Context: an optimization exercise on an open-source flow, tuned for small area. The choices shown serve that exercise and are no tape-out recipe. Function was checked by simulation only, so behaviour that the tests miss may differ from the original. Power figures rest on the tool's default switching activity, not on a simulated workload.

`design.v`:
```
module rgbq16 (
    input  wire        clk,
    input  wire        rst,
    input  wire        cmd_valid,
    input  wire [31:0] cmd_data,
    output wire        cmd_ready,
    input  wire [2:0]  rd_addr,
    output reg  [31:0] rd_data,
    input  wire        bin_valid,
    input  wire [7:0]  bin_data,
    input  wire [1:0]  bin_term,
    output wire        bin_ready,
    output reg         bout_valid,
    output reg  [7:0]  bout_data,
    output reg  [1:0]  bout_term,
    input  wire        bout_ready,
    input  wire        bout_fail
);
    localparam WCAP = 32;
    localparam [3:0] C_OK    = 4'd0;
    localparam [3:0] C_ALLOC = 4'd1;
    localparam [3:0] C_WIDTH = 4'd2;
    localparam [3:0] C_LEN   = 4'd3;
    localparam [3:0] C_IO    = 4'd4;
    localparam [3:0] C_ILL   = 4'd5;
    localparam [3:0] C_RANGE = 4'd6;
    localparam [7:0] OP_NOP      = 8'h00;
    localparam [7:0] OP_SETALLOC = 8'h01;
    localparam [7:0] OP_SETW     = 8'h02;
    localparam [7:0] OP_SETH     = 8'h03;
    localparam [7:0] OP_CLRERR   = 8'h04;
    localparam [7:0] OP_PACK     = 8'h10;
    localparam [7:0] OP_PACKP    = 8'h11;
    localparam [7:0] OP_PUSHW    = 8'h12;
    localparam [7:0] OP_WCLR     = 8'h13;
    localparam [7:0] OP_UNPACK   = 8'h20;
    localparam [7:0] OP_UNPKN    = 8'h21;
    localparam [7:0] OP_RDWN     = 8'h22;
    localparam [7:0] OP_REWIND   = 8'h23;
    localparam [7:0] OP_FRAME    = 8'h30;
    localparam [7:0] OP_DEFRAME  = 8'h31;
    localparam [1:0] S_IDLE   = 2'd0;
    localparam [1:0] S_FRAME  = 2'd1;
    localparam [1:0] S_FEND   = 2'd2;
    localparam [1:0] S_DEF    = 2'd3;
    reg  [4:0]  alloc_r, alloc_g, alloc_b;
    reg  [15:0] width, height;
    reg  [5:0]  wlen, cur;
    reg  [31:0] res;
    reg  [3:0]  err;
    reg  [5:0]  stk;
    reg  [15:0] wmem  [0:WCAP-1];
    reg  [1:0]  state;
    reg  [6:0]  fidx;           
    reg         fabort;         
    reg  [15:0] stage [0:WCAP-1];
    reg  [7:0]  dcnt;           
    reg  [15:0] dw, dh;         
    assign cmd_ready = (state == S_IDLE);
    assign bin_ready = (state == S_DEF);
    function [15:0] pack;
        input [7:0] r, g, b;
        input [4:0] nr, ng, nb;
        reg   [15:0] fr, fg, fb;
        begin
            fr = {8'd0, r} >> (5'd8 - nr);
            fg = {8'd0, g} >> (5'd8 - ng);
            fb = {8'd0, b} >> (5'd8 - nb);
            pack = (fr << (ng + nb)) | (fg << nb) | fb;
        end
    endfunction
    function [7:0] expand;
        input [7:0] f;
        input [4:0] n;
        reg   [15:0] hi, lo;
        begin
            hi = {8'd0, f} << (5'd8 - n);
            lo = {8'd0, f} >> ({n, 1'b0} - 6'd8);
            expand = hi[7:0] | lo[7:0];
        end
    endfunction
    function [23:0] unpack;
        input [15:0] w;
        input [4:0]  nr, ng, nb;
        reg   [15:0] fr, fg, fb;
        begin
            fr = (w >> (ng + nb)) & ~(16'hFFFF << nr);
            fg = (w >> nb)        & ~(16'hFFFF << ng);
            fb =  w               & ~(16'hFFFF << nb);
            unpack = {expand(fr[7:0], nr), expand(fg[7:0], ng), expand(fb[7:0], nb)};
        end
    endfunction
    wire [7:0]  op  = cmd_data[31:24];
    wire [23:0] arg = cmd_data[23:0];
    reg legal;
    always @(*) begin
        case (op)
            OP_NOP, OP_CLRERR, OP_WCLR, OP_UNPKN, OP_RDWN, OP_REWIND,
            OP_FRAME, OP_DEFRAME:
                legal = (arg == 24'd0);
            OP_SETALLOC:
                legal = ((arg & 24'hE0E0E0) == 24'd0);
            OP_SETW, OP_SETH, OP_PUSHW, OP_UNPACK:
                legal = (arg[23:16] == 8'd0);
            OP_PACK, OP_PACKP:
                legal = 1'b1;
            default:
                legal = 1'b0;
        endcase
    end
    wire [4:0] a_br = arg[20:16];
    wire [4:0] a_bg = arg[12:8];
    wire [4:0] a_bb = arg[4:0];
    wire alloc_ok = ({2'b00, alloc_r} + {2'b00, alloc_g} + {2'b00, alloc_b}) == 7'd16;
    wire width_ok = (alloc_r >= 5'd4) && (alloc_g >= 5'd4) && (alloc_b >= 5'd4);
    wire full     = (wlen == WCAP);
    wire at_end   = (cur >= wlen);
    wire [15:0] pack_w   = pack(arg[23:16], arg[15:8], arg[7:0], alloc_r, alloc_g, alloc_b);
    wire [23:0] unpack_a = unpack(arg[15:0], alloc_r, alloc_g, alloc_b);
    wire [15:0] cur_word = wmem[cur[4:0]];
    wire [23:0] unpack_c = unpack(cur_word, alloc_r, alloc_g, alloc_b);
    wire [31:0] frame_n  = width * height;
    wire [31:0] def_n    = dw * dh;
    wire [6:0]  flen     = 7'd4 + {wlen, 1'b0};
    wire [6:0]  fpay     = fidx - 7'd4;
    wire [15:0] fword    = wmem[fpay[5:1]];
    always @(*) begin
        bout_valid = (state == S_FRAME) || (state == S_FEND);
        bout_term  = 2'd0;
        bout_data  = 8'd0;
        if (state == S_FEND) begin
            bout_term = fabort ? 2'd2 : 2'd1;
        end else if (state == S_FRAME) begin
            case (fidx)
                7'd0:    bout_data = width[7:0];
                7'd1:    bout_data = width[15:8];
                7'd2:    bout_data = height[7:0];
                7'd3:    bout_data = height[15:8];
                default: bout_data = fpay[0] ? fword[15:8] : fword[7:0];
            endcase
        end
    end
    always @(*) begin
        case (rd_addr)
            3'd0: rd_data = 32'd0;
            3'd1: rd_data = {18'd0, stk, 4'd0, err};
            3'd2: rd_data = res;
            3'd3: rd_data = {11'd0, alloc_r, 3'd0, alloc_g, 3'd0, alloc_b};
            3'd4: rd_data = {16'd0, width};
            3'd5: rd_data = {16'd0, height};
            3'd6: rd_data = {26'd0, wlen};
            default: rd_data = {26'd0, cur};
        endcase
    end
    wire [6:0] dpay = dcnt[6:0] - 7'd4;
    integer i;
    task finish;
        input [3:0]  code;
        input [31:0] value;
        begin
            err <= code;
            if (code != C_OK) begin
                stk <= stk | (6'd1 << (code - 4'd1));
                res <= 32'd0;
            end else begin
                res <= value;
            end
        end
    endtask
    always @(posedge clk) begin
        if (rst) begin
            alloc_r <= 5'd0;
            alloc_g <= 5'd0;
            alloc_b <= 5'd0;
            width   <= 16'd0;
            height  <= 16'd0;
            wlen    <= 6'd0;
            cur     <= 6'd0;
            res     <= 32'd0;
            err     <= 4'd0;
            stk     <= 6'd0;
            state   <= S_IDLE;
            fidx    <= 7'd0;
            fabort  <= 1'b0;
            dcnt    <= 8'd0;
            dw      <= 16'd0;
            dh      <= 16'd0;
        end else begin
            case (state)
            S_IDLE: if (cmd_valid) begin
                if (!legal) begin
                    finish(C_ILL, 32'd0);
                end else begin
                    case (op)
                    OP_NOP: finish(C_OK, 32'd0);
                    OP_SETALLOC: begin
                        if ({2'b00, a_br} + {2'b00, a_bg} + {2'b00, a_bb} != 7'd16)
                            finish(C_ALLOC, 32'd0);
                        else if (a_br > 5'd8 || a_bg > 5'd8 || a_bb > 5'd8)
                            finish(C_WIDTH, 32'd0);
                        else begin
                            alloc_r <= a_br;
                            alloc_g <= a_bg;
                            alloc_b <= a_bb;
                            finish(C_OK, 32'd0);
                        end
                    end
                    OP_SETW: begin
                        width <= arg[15:0];
                        finish(C_OK, 32'd0);
                    end
                    OP_SETH: begin
                        height <= arg[15:0];
                        finish(C_OK, 32'd0);
                    end
                    OP_CLRERR: begin
                        finish(C_OK, 32'd0);
                        stk <= 6'd0;
                    end
                    OP_PACK: begin
                        if (!alloc_ok) finish(C_ALLOC, 32'd0);
                        else           finish(C_OK, {16'd0, pack_w});
                    end
                    OP_PACKP: begin
                        if (!alloc_ok) finish(C_ALLOC, 32'd0);
                        else if (full) finish(C_RANGE, 32'd0);
                        else begin
                            wmem[wlen[4:0]] <= pack_w;
                            wlen <= wlen + 6'd1;
                            finish(C_OK, {16'd0, pack_w});
                        end
                    end
                    OP_PUSHW: begin
                        if (full) finish(C_RANGE, 32'd0);
                        else begin
                            wmem[wlen[4:0]] <= arg[15:0];
                            wlen <= wlen + 6'd1;
                            finish(C_OK, 32'd0);
                        end
                    end
                    OP_WCLR: begin
                        wlen <= 6'd0;
                        cur  <= 6'd0;
                        finish(C_OK, 32'd0);
                    end
                    OP_UNPACK: begin
                        if (!alloc_ok)      finish(C_ALLOC, 32'd0);
                        else if (!width_ok) finish(C_WIDTH, 32'd0);
                        else                finish(C_OK, {8'd0, unpack_a});
                    end
                    OP_UNPKN: begin
                        if (!alloc_ok)      finish(C_ALLOC, 32'd0);
                        else if (!width_ok) finish(C_WIDTH, 32'd0);
                        else if (at_end)    finish(C_RANGE, 32'd0);
                        else begin
                            cur <= cur + 6'd1;
                            finish(C_OK, {8'd0, unpack_c});
                        end
                    end
                    OP_RDWN: begin
                        if (at_end) finish(C_RANGE, 32'd0);
                        else begin
                            cur <= cur + 6'd1;
                            finish(C_OK, {16'd0, cur_word});
                        end
                    end
                    OP_REWIND: begin
                        cur <= 6'd0;
                        finish(C_OK, 32'd0);
                    end
                    OP_FRAME: begin
                        if (frame_n != {26'd0, wlen})
                            finish(C_LEN, 32'd0);
                        else begin
                            state  <= S_FRAME;
                            fidx   <= 7'd0;
                            fabort <= 1'b0;
                        end
                    end
                    OP_DEFRAME: begin
                        state <= S_DEF;
                        dcnt  <= 8'd0;
                    end
                    default: finish(C_ILL, 32'd0);
                    endcase
                end
            end
            S_FRAME: begin
                if (bout_fail) begin
                    fabort <= 1'b1;
                    state  <= S_FEND;
                end else if (bout_ready) begin
                    fidx <= fidx + 7'd1;
                    if (fidx + 7'd1 == flen)
                        state <= S_FEND;
                end
            end
            S_FEND: begin
                if (bout_ready) begin
                    state <= S_IDLE;
                    if (fabort) finish(C_IO, 32'd0);
                    else        finish(C_OK, 32'd0);
                end
            end
            S_DEF: begin
                if (bin_valid) begin
                    if (bin_term == 2'd0) begin
                        if (dcnt != 8'hFF)
                            dcnt <= dcnt + 8'd1;
                        case (dcnt)
                            8'd0: dw[7:0]  <= bin_data;
                            8'd1: dw[15:8] <= bin_data;
                            8'd2: dh[7:0]  <= bin_data;
                            8'd3: dh[15:8] <= bin_data;
                            default:
                                if (dcnt < 8'd4 + 2 * WCAP) begin
                                    if (dpay[0]) stage[dpay[5:1]][15:8] <= bin_data;
                                    else         stage[dpay[5:1]][7:0]  <= bin_data;
                                end
                        endcase
                    end else begin
                        state <= S_IDLE;
                        if (bin_term != 2'd1)
                            finish(C_IO, 32'd0);
                        else if (dcnt < 8'd4)
                            finish(C_LEN, 32'd0);
                        else if (def_n > WCAP)
                            finish(C_RANGE, 32'd0);
                        else if ({24'd0, dcnt} != 32'd4 + {def_n[30:0], 1'b0})
                            finish(C_LEN, 32'd0);
                        else begin
                            for (i = 0; i < WCAP; i = i + 1)
                                wmem[i] <= stage[i];
                            width  <= dw;
                            height <= dh;
                            wlen   <= def_n[5:0];
                            cur    <= 6'd0;
                            finish(C_OK, 32'd0);
                        end
                    end
                end
            end
            endcase
        end
    end
endmodule
```
`run.sh`:
```
#!/bin/bash
# synth_recipe.tcl (not shown) runs the flow's synth.tcl, then flattens the netlist and writes it again
# the make line also repeats each setting of config.mk as NAME=value (left out here)
make -C /OpenROAD-flow-scripts/flow DESIGN_CONFIG=/design/flow/config.mk WORK_HOME=/design/flow/orfs CLKGATE_MAP_FILE= SYNTH_SCRIPT=/design/flow/synth_recipe.tcl finish
```
`config.mk`:
```
export PLATFORM = sky130hd
export DESIGN_NAME = rgbq16
export DESIGN_NICKNAME = rgbq16
export VERILOG_FILES = /design/flow/design.v
export SDC_FILE = /design/flow/constraint.sdc
export NUM_CORES = 4
export LEC_CHECK = 0
export CAP_MARGIN = 20
export CORE_MARGIN = 2
export CORE_UTILIZATION = 40
export SLEW_MARGIN = 20
```
`constraint.sdc`:
```
create_clock -name core_clock -period 12.0 [get_ports {clk}]
set_input_delay 2.4000 -clock core_clock [delete_from_list [all_inputs] [get_ports {clk}]]
set_output_delay 2.4000 -clock core_clock [all_outputs]
set_load 0.01 [all_outputs]
```
==> impl_metrics.ini <==
[clock_tree]
clkSlewWorstSetupHoldPaths_ns = 0.06
cts_setup_buffers = 0
cts_buffer_depth = 3
clock_latency_ns = 0.78
cts_buffers = 115
h-tree-depth = 3
root_buffer = clkbuf_16
cts_tree = built
clock-sinks = 1171
postCtsHoldBufs = 0
cts_resized = 0

[global_routing]
grt_usage_pct = 28.0
met1_usage_pct = 38.7
grtUsageMet3_pct = 6.17
grt_pass1_vias = 59004
grt_first_pass_wirelength_um = 421000
grtUsageMet2_pct = 42.5
antenna_found_initial = 14
grt_start_max_net_pins = 111
grt_overflow = 0
grt_busiest_layer = met2

[synth]
ys_seq_area_share_pct = 41.9
ys_ff_latch = 1171
synthCells = 7152
synth.area.top_cells = edfxtp_1 (38%), fa_1 (10%), mux4_2 (8.5%)
synth_area_sq_um = 80400
synth-edff-count = 1024
async_reset_ff_share_pct = 0
postSynthAreaPerCell_sq_um = 11.2
ys.flop_type = edfxtp_1
yosys.area.top_type = edfxtp_1
yosys.area.top_type_share_pct = 38.2
yosys.cell_count.top_type = edfxtp_1
yosys-top-cells-count = edfxtp_1 (1024), nand2_1 (567), inv_1 (560), a21o_1 (544), clkbuf_1 (402)
ys_warn_count = 1
synth_cell_types = 112

[routing]
dr_total_vias = 61398
drc = 0
antenna_left = 0
viasPerCell = 6.30
wl_per_cell_um = 30.1
wl_um = 293000
first_pass_iters = 8
drtIter0Drc = 8604

[critical_path]
critPathSlowestCell = dfxtp_1
crit_chain = nand2_1 > fa_1 > fa_1 > fa_1 > inv_1 > fa_1 > fa_1 > inv_1 > fa_1 > inv_1 > ha_1 > and2_1 > nor3_1 > a221o_1 > a211oi_1 > nand2_1 > nor3_1 > a211oi_1 > a31oi_1 > nor4_1 > nand3_2 > buf_4 > nand2_1
path_delay_family = adder cells
critPathMaxStageDelay_ns = 1.01
critPathCaptureType = flop
cp.arrival_ns = 10.33
crit_top_cell = fa_1
required_ns = 12.27
start_kind = flop
crit_type = flop to flop
path_buf_inv = 4
critPathMaxFanout = 32

[sta]
tns_ns = 0
finalCritPeriodShare_pct = 83.8
period_needed_ns = 10.06
relSlewSlack_pct = 16.8
fmax_mhz = 99.4
rsz0062_at_grt = false
finalHoldViolCount = 0
worst_slew_pin_slew_ns = 1.24
drv_slew = 0
fin_skew_ns = 0.0673
setup_viol = 0
holdWs_ns = 0.467
layout_setup_ws_ns = 1.94

[layout]
drive_gt1_share_pct = 11.2
syn2layout_area_growth_pct = 9.28
num-nets-final = 7699
multi_input_area_sq_um = 42900
fin_util_pct = 44.0
seq_area_sq_um = 33700
nFillCells = 18587

[power]
power.clock.fraction_pct = 44.5
p_leak_nw = 35.8
switching_share_pct = 21.8
p_seq_share_pct = 53.0
p_int_mw = 6.48
vdd_drop_max_mv = 0.119
p_comb_share_pct = 2.5
p_sw_mw = 1.81
p_per_area_nw_per_um2 = 94.3

[placed_design]
pre_cts_ws_ns = 2.06
hpwl_um = 206000
place.port_buffers = 87
routabilityCongestion = 0.970

[die]
chipHeight_um = 452
io_pins = 96
core_region_area_sq_um = 200000
die_w_um = 452
start_util_pct = 40.2
die_area_sq_um = 205000
rows = 164

[worst_hold_path]
hp-class = flop to flop

[run_status]
outcome = timing/DRC/antenna clean

[run]
max_cap_viol_count = 0
layout by cell type (no fill, tap or decap), drive strengths merged, types with 97 or more instances in the layout:
cell type     n
nor2        396
dfxtp       147
fa          401
a22oi        97
ha          264
nand2       568
nand3       172
clkbuf      139
a21o        544
mux2i       204
a21oi       281
mux4        304
o21ai       190
inv         566
nor3         99
and2        402
edfxtp     1024
buf         172
metrics by stage:
stage	cells	total power [mW]	area (sq um)
floorplan	7159	4.56	80400
global placement	9517	4.68	83900
detailed placement	9519	4.68	84100
CTS	9733	8.30	87800
global route	9738	8.46	87900
finish	9740	8.29	87900
cell families (layout without fill, tap and decap cells):
group,count (synthesis),in the layout,synth area share (%)
buffers and inverters,1109,1030,5.35
multiplexers,539,539,11.5
XOR/XNOR,107,107,1.17
AND/OR/NAND/NOR,1947,1947,12.0
adder cells (fa/ha/maj),665,665,14.1
flip-flops,1171,1171,41.9
AO/OA/AOI/OAI,1613,1613,14.0
other,1,12,0.00466
state kept, by name (all words and copies together), names as in the netlist, 7 cells and up, named ones only:
name,flops
stage,512
res,24
height,16
dcnt,8
width,16
fidx,7
wmem,512
dw,16
dh,16
layer usage:
| metal | up-vias | routed length, um |
|---|---|---|
| li1 | 25645 | - |
| met1 | 31390 | 117000 |
| met2 | 3687 | 130000 |
| met3 | 656 | 30600 |
| met4 | 20 | 14900 |
| met5 | - | 127 |
final timing paths:
| path | start | to | slack (ns) | cells past startpoint |
|---|---|---|---|---|
| min | stk[1]$_SDFFE_PP0P_ | stk[1]$_SDFFE_PP0P_ | 0.47 | 1 |
| max reg2reg | dw[13]$_SDFFE_PP0P_ | wmem[9][8]$_DFFE_PP_ | 1.94 | 23 |
| min reg2reg | stk[1]$_SDFFE_PP0P_ | stk[1]$_SDFFE_PP0P_ | 0.47 | 1 |
| max | dw[13]$_SDFFE_PP0P_ | wmem[9][8]$_DFFE_PP_ | 1.94 | 23 |
power by group through the flow:
stage | combinational (mW) | sequential, mW | clock [mW]
2_1_floorplan | 0.0786 | 4.48 | 0
3_3_place_gp | 0.202 | 4.48 | 0
3_5_place_dp | 0.203 | 4.48 | 0
4_1_cts | 0.204 | 4.39 | 3.70
5_1_grt | 0.216 | 4.39 | 3.86
6_report | 0.211 | 4.39 | 3.69
area by class of cell:
type                    count  share of cell area, %
diodes                      4                 0.0114
multi-input cells        4879                   48.8
flip-flops and latches   1171                   38.4
repair buffers            251                   2.39
clock buffers             137                   3.43
inverters                 565                   2.41
clock inverters            77                  0.837
well taps                2656                   3.78

## static timing again, ports no longer ideal
In the flow no input, the clock included, has a driving cell. The finished layout below was timed again as built, in two steps.
Step 1 assumes that a clkbuf_16 drives the clock port and a buf_2 every other input.
Step 2 times the ports against the registers' clock, not the clock port: input delays grow and output delays shrink by t, the midpoint of the rising clock arrivals with the driver on.
Slacks: ideal / step 1 / step 2; pairs: ideal / step 1.
t (ns): 0.822
setup slack, ns: 1.942 / 1.942 / 1.942
worst setup path after step 2: register to register
slew at the worst register clock pin (ns): 0.07 / 0.07
pins driven straight from the clock port: 1
After both steps setup and hold are still met in this run. For this run, drivers alone change the setup slack by 0.000 ns; drivers and shift together by 0.000 ns.
